What follows belongs to an exercise in optimizing a design on an open flow for small area, a short achievable clock period and few clock cycles per item; a production flow would make more cautious choices.
In this exercise RTL edits were held to simulation tests only and were not proved equivalent to the original.
Power and IR drop assume default switching activity.

**flow/design.v**
```verilog
module qvlc_enc (
    input  wire        clk,
    input  wire        rst,         
    input  wire        in_valid,
    output wire        in_ready,
    input  wire [15:0] in_coef,     
    input  wire [3:0]  in_qno,      
    input  wire [1:0]  in_cls,      
    input  wire        in_mode,     
    output wire        out_valid,
    input  wire        out_ready,
    output wire [15:0] out_val,     
    output wire [4:0]  out_len,     
    output wire        out_last,    
    output wire        out_err,     
    output wire [11:0] out_bits     
);
    localparam RL = 65;             
    reg  [RL*9-1:0] ring;           
    wire [8:0]      ring_in;        
    always @(posedge clk)
        ring <= {ring[(RL-1)*9-1:0], ring_in};
    wire [8:0] tap  = ring[62*9 +: 9];    
    wire [8:0] tap2 = ring[61*9 +: 9];    
    reg        rdy;                 
    reg  [6:0] wd;                  
    reg  [6:0] span;                
    reg  [5:0] wj;                  
    reg  [3:0] qno;
    reg  [1:0] cls;
    reg        mode;
    reg        werr;                
    reg  [5:0] widx;                
    reg        pv;                  
    reg        plast;               
    reg [15:0] pcoef;
    reg  [2:0] psh;
    reg        pend;
    reg        perr;
    reg  [5:0] pidx;
    wire in_fire = in_valid && rdy && !rst;
    function [2:0] shift_tab(input [3:0] q, input [1:0] z);
        reg [11:0] row;            
        begin
            case (q)
                4'd0,  4'd1:  row = {3'd4, 3'd4, 3'd3, 3'd3};
                4'd2,  4'd3:  row = {3'd4, 3'd3, 3'd3, 3'd2};
                4'd4,  4'd5:  row = {3'd3, 3'd3, 3'd2, 3'd2};
                4'd6,  4'd7:  row = {3'd3, 3'd2, 3'd2, 3'd1};
                4'd8,  4'd9:  row = {3'd2, 3'd2, 3'd1, 3'd1};
                4'd10, 4'd11: row = {3'd2, 3'd1, 3'd1, 3'd0};
                4'd12, 4'd13: row = {3'd1, 3'd1, 3'd0, 3'd0};
                4'd14:        row = {3'd1, 3'd0, 3'd0, 3'd0};
                default:      row = {3'd0, 3'd0, 3'd0, 3'd0};
            endcase
            shift_tab = row[z*3 +: 3];
        end
    endfunction
    wire [1:0] zone = mode ? wj[1:0] : wj[5:4];
    wire [2:0] sh   = shift_tab(qno, zone) + {2'd0, cls == 2'd3};
    wire        x_neg = pcoef[15];
    wire [15:0] x_mag = x_neg ? (16'd0 - pcoef) : pcoef;    
    wire [15:0] q_mag = x_mag >> psh;
    wire        q_big = (q_mag[15:8] != 8'd0);
    assign ring_in = pv ? {x_neg, q_mag[7:0]} : ring[(RL-1)*9 +: 9];
    reg        ract;                
    reg  [5:0] rj;                  
    reg  [5:0] run;
    reg  [6:0] rd;                  
    reg        ov;                  
    reg [15:0] oval;
    reg  [4:0] olen;
    reg        olast;
    reg        oerr;
    reg [11:0] obits;
    wire       aligned = (rd == 7'd2);
    wire       ospace  = !ov || out_ready;
    wire [7:0] amp   = tap[7:0];
    wire       sgn   = tap[8];
    wire [7:0] amp2  = tap2[7:0];
    wire       nz    = (amp != 8'd0);
    wire       nz2   = (amp2 != 8'd0);
    wire [5:0] j     = ract ? rj : 6'd1;
    wire [5:0] r     = ract ? run : 6'd0;
    wire       is_eob = ract && (rj == 6'd0);
    wire       split1 = !nz && (j != 6'd63) && nz2 && (amp2 != 8'd1 || r[5:1] != 5'd0);
    reg [15:0] t_val;
    reg  [4:0] t_len;
    always @(*) begin
        if (is_eob) begin
            t_val = 16'h0006; t_len = 5'd4;
        end else if (!nz) begin                        
            if (r == 6'd0) begin t_val = 16'h007C;           t_len = 5'd7;  end
            else           begin t_val = {10'h07E, r};       t_len = 5'd13; end
        end else if (amp == 8'd1 && r == 6'd1) begin
            t_val = {11'd0, 4'b0111, sgn};  t_len = 5'd5;
        end else if (amp == 8'd1 && r == 6'd2) begin
            t_val = {10'd0, 5'b10100, sgn}; t_len = 5'd6;
        end else if (amp == 8'd1) begin
            t_val = {14'd0, 1'b0, sgn};     t_len = 5'd3;
        end else if (amp == 8'd2) begin
            t_val = {12'd0, 3'b010, sgn};   t_len = 5'd4;
        end else if (amp == 8'd3) begin
            t_val = {11'd0, 4'b1000, sgn};  t_len = 5'd5;
        end else begin
            t_val = {7'b1111111, amp, sgn}; t_len = 5'd16;
        end
    end
    wire emit    = is_eob || nz || split1;
    wire start   = !ract && pend;                       
    wire do_err  = start && perr && ospace;
    wire can_go  = aligned && (ract || (pend && !perr));
    wire step    = can_go && (!emit || ospace);
    wire load    = (step && emit) || do_err;
    wire [6:0] span_n = span + {6'd0, in_fire} - {6'd0, step} - (do_err ? 7'd64 : 7'd0);
    wire [6:0] rd_m1  = (rd == 7'd0) ? 7'd64 : rd - 7'd1;
    wire [6:0] rd_m2  = (rd == 7'd0) ? 7'd63 : (rd == 7'd1) ? 7'd64 : rd - 7'd2;
    wire [6:0] wd_m1  = (wd == 7'd0) ? 7'd64 : wd - 7'd1;
    assign in_ready = rdy;
    always @(posedge clk) begin
        if (rst) begin
            rdy   <= 1'b1;
            wd    <= 7'd1;
            rd    <= 7'd2;
            span  <= 7'd0;
            wj    <= 6'd0;
            pv    <= 1'b0;
            plast <= 1'b0;
            pend  <= 1'b0;
            ract  <= 1'b0;
            ov    <= 1'b0;
            olast <= 1'b1;
        end else begin
            wd   <= in_fire ? wd : wd_m1;
            span <= span_n;
            rdy  <= (in_fire || wd == 7'd2) && (span_n < 7'd66);
            pv    <= in_fire && (wj != 6'd0);
            plast <= in_fire && (wj == 6'd63);
            if (in_fire) wj <= wj + 6'd1;
            if (pv && plast) pend <= 1'b1;
            else if (start && (do_err || step)) pend <= 1'b0;
            rd <= do_err ? rd_m2 : step ? rd : rd_m1;
            if (step) begin
                ract <= !is_eob;
                rj   <= j + 6'd1;
                run  <= nz ? 6'd0 : r + 6'd1;
            end
            if (load) ov <= 1'b1;
            else if (out_ready) ov <= 1'b0;
            if (load) olast <= do_err || is_eob;
        end
    end
    always @(posedge clk) begin
        if (in_fire && wj == 6'd0) begin
            qno  <= in_qno;
            cls  <= in_cls;
            mode <= in_mode;
            werr <= 1'b0;
        end else if (pv && q_big && !werr) begin
            werr <= 1'b1;
            widx <= wj - 6'd1;
        end
        pcoef <= in_coef;
        psh   <= sh;
        if (pv && plast) begin
            perr <= werr || q_big;
            pidx <= werr ? widx : 6'd63;
        end
        if (load) begin
            oerr  <= do_err;
            oval  <= do_err ? {10'd0, pidx} : t_val;
            olen  <= do_err ? 5'd0 : t_len;
            obits <= do_err ? 12'd0 : (olast ? 12'd0 : obits) + {7'd0, t_len};
        end
    end
    assign out_valid = ov;
    assign out_val   = oval;
    assign out_len   = olen;
    assign out_last  = olast;
    assign out_err   = oerr;
    assign out_bits  = obits;
endmodule
```
**flow/run.sh**
```bash
#!/bin/bash
# synth_recipe.tcl (not shown) runs the flow's synth.tcl, then flattens the netlist and writes it again
# the make line also repeats each setting of config.mk as NAME=value (left out here)
make -C /OpenROAD-flow-scripts/flow DESIGN_CONFIG=/design/flow/config.mk WORK_HOME=/design/flow/orfs CLKGATE_MAP_FILE= SYNTH_SCRIPT=/design/flow/synth_recipe.tcl finish
```
**flow/config.mk**
```make
export PLATFORM = sky130hd
export DESIGN_NAME = qvlc_enc
export DESIGN_NICKNAME = qvlc_enc
export VERILOG_FILES = /design/flow/design.v
export SDC_FILE = /design/flow/constraint.sdc
export NUM_CORES = 4
export LEC_CHECK = 0
export CAP_MARGIN = 20
export CORE_MARGIN = 2
export CORE_UTILIZATION = 70
export CTS_BUF_LIST = sky130_fd_sc_hd__clkbuf_4
export SETUP_SLACK_MARGIN = 5
export SLEW_MARGIN = 20
```
**flow/constraint.sdc**
```tcl
create_clock -name core_clock -period 9.0 [get_ports {clk}]
set_input_delay 1.8000 -clock core_clock [delete_from_list [all_inputs] [get_ports {clk}]]
set_output_delay 1.8000 -clock core_clock [all_outputs]
set_load 0.01 [all_outputs]
```
==> results of run 1 <==
per-layer routing:
metal | track usage | share of wire
met5 | 0 | 0
met4 | 0.0832 | 0.015
met3 | 0.0772 | 0.066
met2 | 0.350 | 0.49
met1 | 0.275 | 0.43
area by class of cell:
| type | count | share of cell area |
|---|---|---|
| Clock buffer | 226 | 0.0790 |
| Clock inverter | 44 | 0.0138 |
| Timing Repair inverter | 1 | 0.000233 |
| Inverter | 35 | 0.00630 |
| Sequential cell | 710 | 0.691 |
| Multi-Input combinational cell | 488 | 0.159 |
| Antenna cell | 2 | 0.000233 |
| Timing Repair Buffer | 67 | 0.0308 |
| Tap cell | 335 | 0.0195 |
timing repair:
item / in CTS / in global routing
endpoints found under the hold margin: 0 / 0
gates cloned: 0 / 1
pin swaps: 0 / 1
resized for setup: 2 / 3
buffers inserted: 0 / 3
setup endpoints to repair: 1 / 23
sequential cells by signal (all words and copies together) (netlist names), 2 cells and up, named ones only:
name	cells
wj	6
wd	7
rd	7
qno	4
span	7
olen	5
pcoef	16
cls	2
psh	3
run	6
obits	12
widx	6
rj	6
pidx	6
oval	11
ring	585
kinds of logic after synthesis:
group,Yosys count
and+or+nand+nor,252
AOI/OAI and AO/OA,126
adders and majority gates,36
muxes,26
DFF,710
buffers and inverters,68
xor gates and xnor gates,48
through the flow:
| step | util | hold slack [ns] | instances | area, µm² | setup slack [ns] |
|---|---|---|---|---|---|
| after floorplan | - | 0.310 | 1266 | 18600 | 5.02 |
| after global placement | 0.747 | 0.311 | 1632 | 19400 | 4.47 |
| after detailed placement | 0.747 | 0.312 | 1632 | 19400 | 4.35 |
| after CTS | 0.824 | 0.273 | 1902 | 21400 | 5.06 |
| after global routing | 0.826 | 0.277 | 1908 | 21500 | 4.95 |
| final | 0.826 | 0.290 | 1908 | 21500 | 5.17 |
placed cells by master (no fill, tap or decap), types with 13 or more instances in the layout:
cell type	count
nand3_1	15
clkdlybuf4s50_1	63
edfxtp_1	61
clkbuf_4	226
o31ai_1	13
inv_1	34
nand2b_1	18
clkinv_1	24
dfxtp_1	647
mux2i_1	15
nor2b_1	14
xnor2_1	22
xor2_1	26
a21oi_1	36
nor3_1	25
o21ai_0	24
nand2_1	50
nor2_1	71
ha_1	31
worst max path at each step:
stage	start	cells past startpoint	endpoint
after floorplan	out_ready	14	rdy
after global placement	out_ready	6	oval[0]
after detailed placement	out_ready	6	oval[0]
after CTS	ract	15	obits[6]
after global routing	ract	18	rdy
final	run[3]	17	rdy
critical path, delay by kind of cell, from the launching register on:
kind	cells	cell delay (ns)
adder cells (fa/ha/maj)	4	0.83
XOR/XNOR	1	0.20
AND/OR/NAND/NOR	4	0.74
AO/OA/AOI/OAI	6	1.25
flip-flops	1	0.50
buffers and inverters	2	0.24
power by group through the flow:
stage	combinational, W	clock, W	sequential [W]
2_1_floorplan	0.000248	0	0.00344
3_3_place_gp	0.000282	0	0.00347
3_5_place_dp	0.000291	0	0.00347
4_1_cts	0.000293	0.00248	0.00341
5_1_grt	0.000331	0.00265	0.00342
6_report	0.000295	0.00240	0.00341
==> impl_metrics.env, run 1 <==
export IMPL_status="finished clean"
export IMPL_grt_pass1_vias=10000
export IMPL_synth_compound_area_frac=0.0456
export IMPL_wirelength_um=29300
export IMPL_dp_hpwl_um=16200
export IMPL_reg2reg_to="rdy"
export IMPL_regArea_um2=14800
export IMPL_setup_viol=0
export IMPL_synth_distinct_cells=69
export IMPL_finalMaxSlewViolations=0
export IMPL_vias=9514
export IMPL_root_buffer="clkbuf_4"
export IMPL_end_kind="flop"
export IMPL_tritoncts="yes"
export IMPL_tns_ns=0
export IMPL_clockBufferDepth=3
export IMPL_cp_required_ns=9.67
export IMPL_grt_ovfl_total=0
export IMPL_yosysWarnings=1
export IMPL_synth_top_area_share=0.703
export IMPL_synthMuxAreaShare=0.0181
export IMPL_io_buffer_count=63
export IMPL_fmax_mhz=261
export IMPL_pwr_share_clk=0.393
export IMPL_p_sw_frac=0.234
export IMPL_skew_ns=0.0550
export IMPL_grt_max_degree=30
export IMPL_period_needed_ns=3.83
export IMPL_worstSkewPairLatency_ns=0.78
export IMPL_synthAdderAreaFrac=0.0252
export IMPL_cts_reportedPaths_clkPinSlew_ns=0.07
export IMPL_worstHoldEndpoint="ring[381]"
export IMPL_ctsHoldBuffers=0
export IMPL_tightest_slew_ns=1.08
export IMPL_r2r_start="run[3]"
export IMPL_fillers=1371
export IMPL_reg2reg_depth=17
export IMPL_crit_arrival_ns=4.51
export IMPL_drv_cap=0
export IMPL_hold_depth=0
export IMPL_synth_cells_most_frequent="dfxtp_1 (649), nor2_1 (71), edfxtp_1 (61)"
export IMPL_synth_ff_latch_count=710
export IMPL_startpoint_type="flop"
export IMPL_irDropWorstVdd_mv=0.221
export IMPL_hold_path_class="reg -> reg"
export IMPL_pwr_share_seq=0.559
export IMPL_slew_headroom=0.278
export IMPL_grt_usage=0.218
export IMPL_dieWidth_um=167
export IMPL_cpMaxStageDelayCell="edfxtp_1"
export IMPL_clock_sinks=710
export IMPL_die_h_um=167
export IMPL_intPower_w=0.00467
export IMPL_path_class="reg -> reg"
export IMPL_synthCells=1266
export IMPL_yosys_area_top_type="dfxtp_1"
export IMPL_ios=64
export IMPL_gp_congestion=0.800
export IMPL_power_density_nw_per_um2=284
export IMPL_std_cell_rows=59
export IMPL_postRouteAntennaNets=0
export IMPL_area_growth_pct=16.1
export IMPL_synthArstFlopShare=0
export IMPL_p_leak_nw=8.70
export IMPL_antenna_found_initial=3
export IMPL_via_per_inst=4.99
export IMPL_worstHoldStart="ring[372]"
export IMPL_synth_top_family_by_area="simple AND/OR/NAND/NOR gates"
export IMPL_post_drt_wl_per_cell_um=15.4
export IMPL_report_power_total_w=0.00610
export IMPL_syn_cell_area_um2=18500
export IMPL_rsz0062_at_grt="true"
export IMPL_initial_core_util=0.712
export IMPL_firstDrtPassIters=5
export IMPL_htree_levels=4
export IMPL_synth_nets=1329
export IMPL_grt_first_pass_wirelength_um=48600
export IMPL_syn_area_per_cell_um2=14.6
export IMPL_p_comb_frac=0.048
export IMPL_r2r_setup_slack_ns=5.17
export IMPL_die_area_um2=27700
export IMPL_route_detailed_drc=0
export IMPL_synth_most_common_cell="dfxtp_1"
export IMPL_worstPathMaxFanout=9
export IMPL_synth_xor_area_frac=0.0227
export IMPL_timing_final_hold_violations=0
export IMPL_layout_drive_gt1_share=0.189
export IMPL_cts_buffers=156
export IMPL_seq_area_frac_synth=0.802
export IMPL_crit_path_max_incr_delay_ns=0.50
export IMPL_synth_edf_count=61
export IMPL_core_um2=26000
export IMPL_synth_area_leaders="dfxtp_1 (70%), edfxtp_1 (9.9%), ha_1 (2.3%)"
export IMPL_multi_input_area_um2=3420
export IMPL_cp_cell_sequence="o41ai_4, buf_4, a21boi_0, o22a_1, nor3_1, o21ba_4, ha_4, inv_1, ha_2, ha_4, fa_2, a21oi_2, nor2_1, nor2_1, xor2_1, nand4_1, a21oi_1"
export IMPL_power_net_switching_w=0.00143
export IMPL_first_iter_violations=534
export IMPL_synthSimpleGateAreaFrac=0.0697
export IMPL_fin_crit_sh=0.426
export IMPL_nets=1522
export IMPL_ys_flop_type="dfxtp_1"
Testbench counts, summed over its fixed seeds: cycles 21,008, blocks 320.
==> run 2: changes to the inputs <==
--- a/flow/config.mk
+++ b/flow/config.mk
@@ -8,6 +8,5 @@
 export CAP_MARGIN = 20
 export CORE_MARGIN = 2
-export CORE_UTILIZATION = 70
-export CTS_BUF_LIST = sky130_fd_sc_hd__clkbuf_4
+export CORE_UTILIZATION = 40
 export SETUP_SLACK_MARGIN = 5
 export SLEW_MARGIN = 20
==> impl_metrics.env, run 2 <==
export IMPL_regMostFlops="ring"
export IMPL_yosysWarnings=1
export IMPL_syn_cell_area_um2=18500
export IMPL_dieWidth_um=219
export IMPL_report_power_total_w=0.00640
export IMPL_synth_ff_latch_count=710
export IMPL_std_cell_rows=78
export IMPL_nets=1436
export IMPL_layout_drive_gt1_share=0.110
export IMPL_cts_buffers=66
export IMPL_first_iter_violations=356
export IMPL_whs_ns=0.315
export IMPL_top_usage_layer="met2"
export IMPL_cp_required_ns=9.50
export IMPL_rsz0062_at_grt="false"
export IMPL_worstSkewPairLatency_ns=0.56
export IMPL_post_drt_wl_per_cell_um=12.8
export IMPL_grt_usage=0.111
export IMPL_cts_reportedPaths_clkPinSlew_ns=0.07
export IMPL_synth_edf_count=61
export IMPL_tritoncts="yes"
export IMPL_post_route_util=0.484
export IMPL_startpoint_type="primary input"
export IMPL_die_area_um2=48000
export IMPL_syn_area_per_cell_um2=14.6
export IMPL_irDropWorstVdd_mv=0.174
export IMPL_area_growth_pct=19.1
export IMPL_multi_input_area_um2=3420
export IMPL_tns_ns=0
export IMPL_vias=8838
export IMPL_grt_pass1_vias=8793
export IMPL_synth_top_area_share=0.703
export IMPL_mostFrequentLayoutCells="dfxtp_1 (648), clkbuf_16 (72), nor2_1 (71)"
export IMPL_fillers=3968
export IMPL_hold_path_class="reg -> reg"
export IMPL_via_per_inst=4.37
export IMPL_die_h_um=219
export IMPL_synth_distinct_cells=69
export IMPL_seq_area_frac_synth=0.802
export IMPL_end_kind="flop"
export IMPL_wirelength_um=25800
export IMPL_synth_nets=1329
export IMPL_p_leak_nw=8.63
export IMPL_ctsHoldBuffers=0
export IMPL_synthArstFlopShare=0
export IMPL_ys_flop_type="dfxtp_1"
export IMPL_synth_most_common_cell="dfxtp_1"
export IMPL_slew_headroom=0.378
export IMPL_fin_crit_sh=0.431
export IMPL_synth_cells_most_frequent="dfxtp_1 (649), nor2_1 (71), edfxtp_1 (61)"
export IMPL_ios=64
export IMPL_gp_congestion=0.841
export IMPL_status="finished clean"
export IMPL_core_um2=45500
export IMPL_use_met3=0.0266
export IMPL_clock_sinks=710
export IMPL_grt_first_pass_wirelength_um=43000
export IMPL_skew_ns=0.0178
export IMPL_yosys_area_top_type="dfxtp_1"
export IMPL_largest_reg_flops=585
export IMPL_postRouteAntennaNets=0
export IMPL_grt_max_degree=30
export IMPL_setup_viol=0
export IMPL_timing_final_hold_violations=0
export IMPL_final_common_cell="dfxtp_1"
export IMPL_synth_area_leaders="dfxtp_1 (70%), edfxtp_1 (9.9%), ha_1 (2.3%)"
export IMPL_htree_levels=3
export IMPL_route_detailed_drc=0
export IMPL_grt_ovfl_total=0
export IMPL_initial_core_util=0.407
export IMPL_top_regs="ring: 585 flops, pcoef: 16 flops, obits: 12 flops"
export IMPL_antenna_found_initial=1
export IMPL_dp_hpwl_um=15800
export IMPL_regArea_um2=14800
export IMPL_firstDrtPassIters=4
export IMPL_drv_cap=0
export IMPL_tightest_slew_ns=0.927
export IMPL_worstPathMaxFanout=9
export IMPL_period_needed_ns=3.88
export IMPL_grt_use_met1=0.155
export IMPL_fmax_mhz=258
export IMPL_crit_arrival_ns=4.37
export IMPL_finalMaxSlewViolations=0
export IMPL_io_buffer_count=63
export IMPL_power_density_nw_per_um2=290
export IMPL_synthCells=1266
export IMPL_path_class="in -> reg"
export IMPL_clockBufferDepth=3
export IMPL_root_buffer="clkbuf_16"
export IMPL_met2_usage=0.162
[run 2: logic make-up (layout without fill, tap and decap cells)]
family | count (synthesis) | count (layout) | synth area share
flip-flops | 710 | 710 | 0.802
AND/OR/NAND/NOR | 252 | 252 | 0.0697
AO/OA/AOI/OAI | 126 | 126 | 0.0456
buffers and inverters | 68 | 225 | 0.0172
XOR/XNOR | 48 | 48 | 0.0227
adder cells (fa/ha/maj) | 36 | 36 | 0.0252
multiplexers | 26 | 26 | 0.0181
other | 0 | 1 | 0
[run 2: routing by layer]
metal,vias up,routed length [µm],part of all wire
met5,-,0,0
met4,0,753,0.029
met3,60,1120,0.043
met2,154,11000,0.42
met1,4185,13000,0.50
li1,4439,-,-
[run 2: area by class of cell]
| class | count | area share |
|---|---|---|
| Timing Repair Buffer | 71 | 0.0317 |
| Timing Repair inverter | 1 | 0.000227 |
| Clock buffer | 103 | 0.0939 |
| Sequential cell | 710 | 0.673 |
| Antenna cell | 1 | 0.000114 |
| Multi-Input combinational cell | 488 | 0.155 |
| Clock inverter | 15 | 0.00528 |
| Inverter | 35 | 0.00613 |
| Tap cell | 600 | 0.0341 |
[run 2: critical path, stage by stage]
cell	delay (ns)
clkdlybuf4s50_1	0.40
nand2b_4	0.15
o21ba_4	0.24
ha_4	0.27
inv_1	0.03
ha_2	0.19
ha_4	0.17
fa_2	0.36
a21oi_2	0.14
nor2_1	0.05
nor2_1	0.11
xor2_1	0.21
nand4_1	0.12
a21oi_1	0.13
[run 2: power breakdown]
part           switching, W  total [W]  leakage, nW  internal (W)
sequential        0.0000731    0.00340         5.80       0.00333
combinational      0.000157   0.000294         1.74      0.000138
clock               0.00109    0.00270         1.09       0.00161
total               0.00131    0.00640         8.63       0.00508
[run 2: worst paths after layout]
| kind | start | end | slack, ns | cells past startpoint |
|---|---|---|---|---|
| max | out_ready | rdy | 5.12 | 14 |
| min reg2reg | ring[109] | ring[118] | 0.31 | 0 |
| min | ring[109] | ring[118] | 0.31 | 0 |
| max reg2reg | run[3] | obits[6] | 5.24 | 13 |
[run 2: what timing repair did]
action / in CTS / in global routing
gates resized for setup: 3 / 2
setup buffers: 0 / 6
setup endpoints to repair: 4 / 19
gates cloned: 0 / 1
pin swaps: 0 / 4
[run 2: metrics by stage]
stage / area (µm²) / setup WS (ns) / std cells
3_3_place_gp: 19700 / 4.45 / 1897
5_1_grt: 22000 / 5.02 / 2023
4_1_cts: 22000 / 4.99 / 2016
2_1_floorplan: 18600 / 5.02 / 1266
6_report: 22000 / 5.12 / 2024
3_5_place_dp: 19800 / 4.40 / 1898
==> run 3: changes to the inputs <==
--- a/flow/config.mk
+++ b/flow/config.mk
@@ -9,4 +9,3 @@
 export CORE_MARGIN = 2
 export CORE_UTILIZATION = 40
-export SETUP_SLACK_MARGIN = 5
 export SLEW_MARGIN = 20
==> impl_metrics.env, run 3 <==
export IMPL_status="finished clean"
export IMPL_core_um2=45500
export IMPL_fin_crit_sh=0.458
export IMPL_setup_viol=0
export IMPL_final_common_cell="dfxtp_1"
export IMPL_die_area_um2=48000
export IMPL_synthArstFlopShare=0
export IMPL_path_class="in -> reg"
export IMPL_skew_ns=0.0121
export IMPL_cts_resized_gates=0
export IMPL_area_growth_pct=17.8
export IMPL_power_density_nw_per_um2=289
export IMPL_tritoncts="yes"
export IMPL_clockBufferDepth=3
export IMPL_synth_cells_most_frequent="dfxtp_1 (649), nor2_1 (71), edfxtp_1 (61)"
export IMPL_yosys_area_top_type="dfxtp_1"
export IMPL_ios=64
export IMPL_timing_final_hold_violations=0
export IMPL_crit_path_max_incr_delay_ns=0.88
export IMPL_tns_ns=0
export IMPL_regMostFlops="ring"
export IMPL_top_regs="ring: 585 flops, pcoef: 16 flops, obits: 12 flops"
export IMPL_htree_levels=2
export IMPL_ctsHoldBuffers=0
export IMPL_clock_sinks=710
export IMPL_cpMaxStageDelayCell="inv_1"
export IMPL_vias=8757
export IMPL_tightest_slew_ns=0.908
export IMPL_synth_area_leaders="dfxtp_1 (70%), edfxtp_1 (9.9%), ha_1 (2.3%)"
export IMPL_seq_area_frac_synth=0.802
export IMPL_wirelength_um=25200
export IMPL_synth_top_area_share=0.703
export IMPL_worstSkewPairLatency_ns=0.58
export IMPL_cp_required_ns=9.32
export IMPL_irDropWorstVdd_mv=0.188
export IMPL_synth_nets=1329
export IMPL_period_needed_ns=4.12
export IMPL_syn_cell_area_um2=18500
export IMPL_fin_cells=2010
export IMPL_grt_first_pass_wirelength_um=42500
export IMPL_antenna_found_initial=0
export IMPL_grt_pass1_vias=8461
export IMPL_end_kind="flop"
export IMPL_cp_cell_sequence="clkdlybuf4s50_1, nand2b_1, nand4b_1, inv_1, or2_2, o21ai_0"
export IMPL_startpoint_type="primary input"
export IMPL_syn_area_per_cell_um2=14.6
export IMPL_cts_buffers=61
export IMPL_first_iter_violations=463
export IMPL_root_buffer="clkbuf_16"
export IMPL_worstPathMaxFanout=25
export IMPL_synth_ff_latch_count=710
export IMPL_hold_path_class="reg -> reg"
export IMPL_std_cell_rows=78
export IMPL_yosysWarnings=1
export IMPL_initial_core_util=0.407
export IMPL_synthCells=1266
export IMPL_nets=1423
export IMPL_whs_ns=0.315
export IMPL_dieWidth_um=219
export IMPL_grt_ovfl_total=0
export IMPL_slew_headroom=0.391
export IMPL_fmax_mhz=243
export IMPL_layout_drive_gt1_share=0.0986
export IMPL_report_power_total_w=0.00630
export IMPL_place_inst=1897
export IMPL_rsz0062_at_grt="false"
export IMPL_firstDrtPassIters=5
export IMPL_drv_cap=0
export IMPL_p_leak_nw=8.54
export IMPL_cts_reportedPaths_clkPinSlew_ns=0.06
export IMPL_synth_distinct_cells=69
export IMPL_synth_edf_count=61
export IMPL_finalMaxSlewViolations=0
export IMPL_route_detailed_drc=0
export IMPL_via_per_inst=4.36
export IMPL_grt_usage=0.108
export IMPL_cts_setup_buffers=0
export IMPL_synth_most_common_cell="dfxtp_1"
export IMPL_n_antenna_cell=0
export IMPL_mostFrequentLayoutCells="dfxtp_1 (649), nor2_1 (71), clkbuf_16 (63), clkdlybuf4s50_1 (63), edfxtp_1 (61)"
export IMPL_grt_max_degree=30
export IMPL_die_h_um=219
export IMPL_postRouteAntennaNets=0
export IMPL_post_drt_wl_per_cell_um=12.5
export IMPL_dp_hpwl_um=15700
export IMPL_io_buffer_count=63
export IMPL_crit_arrival_ns=4.45
export IMPL_ys_flop_type="dfxtp_1"
export IMPL_gp_congestion=0.856
export IMPL_largest_reg_flops=585
==> run 3: final cells by class <==
class / count / area (µm²)
Fill cell: 3994 / 23700
Tap cell: 600 / 751
Sequential cell: 710 / 14800
Clock buffer: 92 / 1850
Inverter: 35 / 131
Clock inverter: 21 / 230
Timing Repair Buffer: 64 / 638
Multi-Input combinational cell: 488 / 3360
==> run 3: logic make-up (layout without fill, tap and decap cells) <==
group	Yosys count	count (layout)	share of synthesized area
AOI/OAI and AO/OA	126	126	0.0456
adders and majority gates	36	36	0.0252
buffers and inverters	68	212	0.0172
DFF	710	710	0.802
and+or+nand+nor	252	252	0.0697
xor gates and xnor gates	48	48	0.0227
muxes	26	26	0.0181
==> run 3: final timing paths <==
path	start	to	slack, ns	cells past startpoint
setup / recovery	out_ready	oval[0]	4.88	6
hold / removal	ring[288]	ring[297]	0.32	0
setup reg to reg	ract	rdy	4.93	16
hold reg to reg	ring[288]	ring[297]	0.32	0
==> run 3: critical path: cells and delay by family <==
family | cells | cell delay (ns)
buffers and inverters | 2 | 1.33
and+or+nand+nor | 3 | 1.18
AOI/OAI and AO/OA | 1 | 0.12
==> run 3: where the power goes <==
part / total [W] / switching, W / internal [W]
clock: 0.00260 / 0.00107 / 0.00153
combinational: 0.000294 / 0.000157 / 0.000137
sequential: 0.00340 / 0.0000717 / 0.00333
total: 0.00630 / 0.00130 / 0.00500
==> run 3: layer usage <==
| metal | vias up | GRT usage | wire [µm] |
|---|---|---|---|
| li1 | 4409 | - | - |
| met1 | 4124 | 0.160 | 13100 |
| met2 | 173 | 0.154 | 10200 |
| met3 | 51 | 0.0262 | 1280 |
| met4 | 0 | 0.0374 | 592 |
| met5 | - | 0 | 0 |
==> run 3: through the flow <==
| step | instance area, µm² | util | setup WS [ns] |
|---|---|---|---|
| after floorplan | 18500 | - | 4.85 |
| after global placement | 19700 | 0.433 | 4.38 |
| after detailed placement | 19700 | 0.433 | 4.29 |
| after CTS | 21800 | 0.479 | 4.90 |
| after global routing | 21800 | 0.479 | 4.51 |
| final | 21800 | 0.479 | 4.88 |
==> run 4: changes to the inputs <==
--- a/flow/config.mk
+++ b/flow/config.mk
@@ -6,6 +6,8 @@
 export NUM_CORES = 4
 export LEC_CHECK = 0
+export ABC_CLOCK_PERIOD_IN_PS = 3000
 export CAP_MARGIN = 20
 export CORE_MARGIN = 2
-export CORE_UTILIZATION = 40
+export CORE_UTILIZATION = 70
+export SETUP_SLACK_MARGIN = 5
 export SLEW_MARGIN = 20
==> impl_metrics.env, run 4 <==
export IMPL_largest_reg_flops=585
export IMPL_regMostFlops="ring"
export IMPL_worstSkewPairLatency_ns=0.60
export IMPL_cts_reportedPaths_clkPinSlew_ns=0.07
export IMPL_io_buffer_count=63
export IMPL_synthCells=1266
export IMPL_skew_ns=0.0289
export IMPL_synth_most_common_cell="dfxtp_1"
export IMPL_synth_edf_count=61
export IMPL_tightest_slew_ns=0.807
export IMPL_timing_final_hold_violations=0
export IMPL_n_antenna_cell=0
export IMPL_route_detailed_drc=0
export IMPL_dieWidth_um=167
export IMPL_cpMaxStageDelayCell="clkdlybuf4s50_1"
export IMPL_fillers=1246
export IMPL_period_needed_ns=3.92
export IMPL_wirelength_um=33200
export IMPL_firstDrtPassIters=5
export IMPL_post_route_cell_area_um2=21500
export IMPL_cp_required_ns=9.50
export IMPL_rsz0062_at_grt="true"
export IMPL_seq_area_frac_synth=0.802
export IMPL_nets=1433
export IMPL_crit_arrival_ns=4.42
export IMPL_hold_path_class="reg -> reg"
export IMPL_end_kind="flop"
export IMPL_status="finished clean"
export IMPL_syn_cell_area_um2=18500
export IMPL_gp_congestion=0.800
export IMPL_synth_distinct_cells=69
export IMPL_ios=64
export IMPL_core_um2=26000
export IMPL_setup_viol=0
export IMPL_post_route_util=0.828
export IMPL_std_cell_rows=59
export IMPL_grt_usage=0.244
export IMPL_clock_sinks=710
export IMPL_grt_ovfl_total=0
export IMPL_ys_flop_type="dfxtp_1"
export IMPL_synth_area_leaders="dfxtp_1 (70%), edfxtp_1 (9.9%), ha_1 (2.3%)"
export IMPL_top_regs="ring: 585 flops, pcoef: 16 flops, obits: 12 flops"
export IMPL_synth_cells_most_frequent="dfxtp_1 (649), nor2_1 (71), edfxtp_1 (61)"
export IMPL_synthArstFlopShare=0
export IMPL_tritoncts="yes"
export IMPL_yosysWarnings=1
export IMPL_grt_pass1_vias=9769
export IMPL_fin_crit_sh=0.436
export IMPL_dp_hpwl_um=16200
export IMPL_area_growth_pct=16.3
export IMPL_startpoint_type="primary input"
export IMPL_post_drt_wl_per_cell_um=18.9
export IMPL_crit_path_max_incr_delay_ns=0.40
export IMPL_cts_buffers=59
export IMPL_worstPathMaxFanout=9
export IMPL_postRouteAntennaNets=0
export IMPL_via_per_inst=5.34
export IMPL_first_iter_violations=753
export IMPL_synth_ff_latch_count=710
export IMPL_root_buffer="clkbuf_16"
export IMPL_place_area_um2=19400
export IMPL_layout_drive_gt1_share=0.111
export IMPL_p_leak_nw=8.54
export IMPL_mostFrequentLayoutCells="dfxtp_1 (648), nor2_1 (71), clkdlybuf4s50_1 (63)"
export IMPL_path_class="in -> reg"
export IMPL_yosys_area_top_type="dfxtp_1"
export IMPL_worst_path_buf_inv=2
export IMPL_initial_core_util=0.712
export IMPL_grt_first_pass_wirelength_um=53300
export IMPL_syn_area_per_cell_um2=14.6
export IMPL_die_area_um2=27700
export IMPL_power_density_nw_per_um2=293
export IMPL_critPathTopFamily="adder cells"
export IMPL_htree_levels=2
export IMPL_synth_top_area_share=0.703
export IMPL_die_h_um=167
export IMPL_clockBufferDepth=3
export IMPL_vias=9358
export IMPL_cp_cell_sequence="clkdlybuf4s50_1, nand2b_4, o21ba_4, ha_4, ha_1, inv_1, ha_4, fa_2, a21oi_2, nor2_1, nor2_1, xor2_1, nand4_1, a21oi_1"
export IMPL_drv_cap=0
export IMPL_slew_headroom=0.459
export IMPL_grt_max_degree=30
export IMPL_synth_nets=1329
export IMPL_antenna_found_initial=0
export IMPL_final_common_cell="dfxtp_1"
export IMPL_irDropWorstVdd_mv=0.273
export IMPL_tns_ns=0
export IMPL_fmax_mhz=255
export IMPL_finalMaxSlewViolations=0
export IMPL_ctsHoldBuffers=0
==> run 4: changes by cell type in the layout (fill, tap and decap cells not counted), moves of 2 or more <==
| cell | previous run | this run |
|---|---|---|
| inv_6 | 3 | 0 |
| clkinv_1 | 0 | 3 |
| clkbuf_8 | 16 | 9 |
| clkinv_2 | 10 | 17 |
| clkinv_16 | 0 | 2 |
| clkinv_4 | 1 | 3 |
| clkbuf_1 | 13 | 9 |
| ha_4 | 0 | 2 |
| buf_4 | 1 | 12 |
| clkbuf_16 | 63 | 60 |
| ha_1 | 34 | 31 |
==> run 4: path summary, 6_finish.rpt <==
check        startpoint        to  slack [ns]  depth (start not counted)
min            ring[71]  ring[80]        0.31                          0
max reg2reg        ract       rdy        5.13                         18
min reg2reg    ring[71]  ring[80]        0.31                          0
max           out_ready       rdy        5.08                         14
==> run 4: cells by family (layout without fill, tap and decap cells) <==
kind of cell               count (synthesis)  in the layout  synth area share
DFF                                      710            710             0.802
buffers and inverters                     68            220            0.0172
adders and majority gates                 36             36            0.0252
AOI/OAI and AO/OA                        126            126            0.0456
and+or+nand+nor                          252            252            0.0697
xor gates and xnor gates                  48             48            0.0227
muxes                                     26             26            0.0181
==> run 4: final cells by class <==
class / count / area [µm²] / area share
tap: 335 / 419 / 0.0195
inverter: 35 / 135 / 0.00628
sequential: 710 / 14800 / 0.689
multi-input combinational: 488 / 3430 / 0.159
clock buffer: 78 / 1660 / 0.0771
clock inverter: 31 / 317 / 0.0147
timing repair buffer: 75 / 721 / 0.0335
timing repair inverter: 1 / 5.00 / 0.000233
==> run 4: repair_timing <==
| item | CTS | global route |
|---|---|---|
| hold endpoints to repair | 0 | 0 |
| buffers inserted | 0 | 11 |
| cloned | 0 | 1 |
| endpoints found under the setup margin | 43 | 19 |
| pin swaps | 0 | 2 |
| resized for setup | 3 | 2 |
==> run 4: report_power, final <==
part / leakage [nW] / internal (W) / switching [W]
Sequential: 5.80 / 0.00333 / 0.0000857
Clock: 0.982 / 0.00142 / 0.00115
Combinational: 1.75 / 0.000138 / 0.000172
Total: 8.54 / 0.00489 / 0.00140
==> run 4: per-layer routing <==
layer,vias up,GRT usage,wire length [µm]
met5,-,0,0
met4,0,0.0930,1120
met3,93,0.0394,1920
met2,369,0.418,16400
met1,4474,0.314,13700
li1,4422,-,-
==> run 4: metrics by stage <==
| step | cells | setup slack, ns | hold WS [ns] | power, W |
|---|---|---|---|---|
| floorplan | 1266 | 5.02 | 0.310 | 0.00369 |
| global placement | 1632 | 4.47 | 0.311 | 0.00375 |
| detailed placement | 1632 | 4.35 | 0.312 | 0.00377 |
| CTS | 1741 | 4.89 | 0.306 | 0.00633 |
| global route | 1753 | 4.92 | 0.316 | 0.00649 |
| finish | 1753 | 5.08 | 0.310 | 0.00629 |

-- separate check: timing with driven ports --
In the flow no input, the clock included, has a driving cell. The finished layouts below were timed again as built, in two steps.
Step 1, drivers: a clkbuf_16 drives clk and a buf_2 each remaining input, both assumed.
Step 2 moves the port delays by t, midway between the first and last clock arrival at a register: inputs arrive t later, outputs are due t later. That takes back most of the time a late clock gives input paths.
a / b / c = no drivers / after step 1 / after step 2; a / b = the first two.
run	t (ns)	slack for setup (ns)	hold WS [ns]
run 1	0.797	5.167 / 5.167 / 4.411	0.290 / 0.290 / 0.290
run 2	0.603	5.121 / 5.152 / 4.549	0.315 / 0.315 / 0.315
run 3	0.629	4.878 / 4.911 / 4.282	0.315 / 0.315 / 0.315
run 4	0.631	5.080 / 5.107 / 4.477	0.310 / 0.310 / 0.310
After both steps setup and hold are still met in every run listed. The setup slack of run 1, which loses most, moves by 0.000 ns with the drivers and by -0.756 ns with both steps.
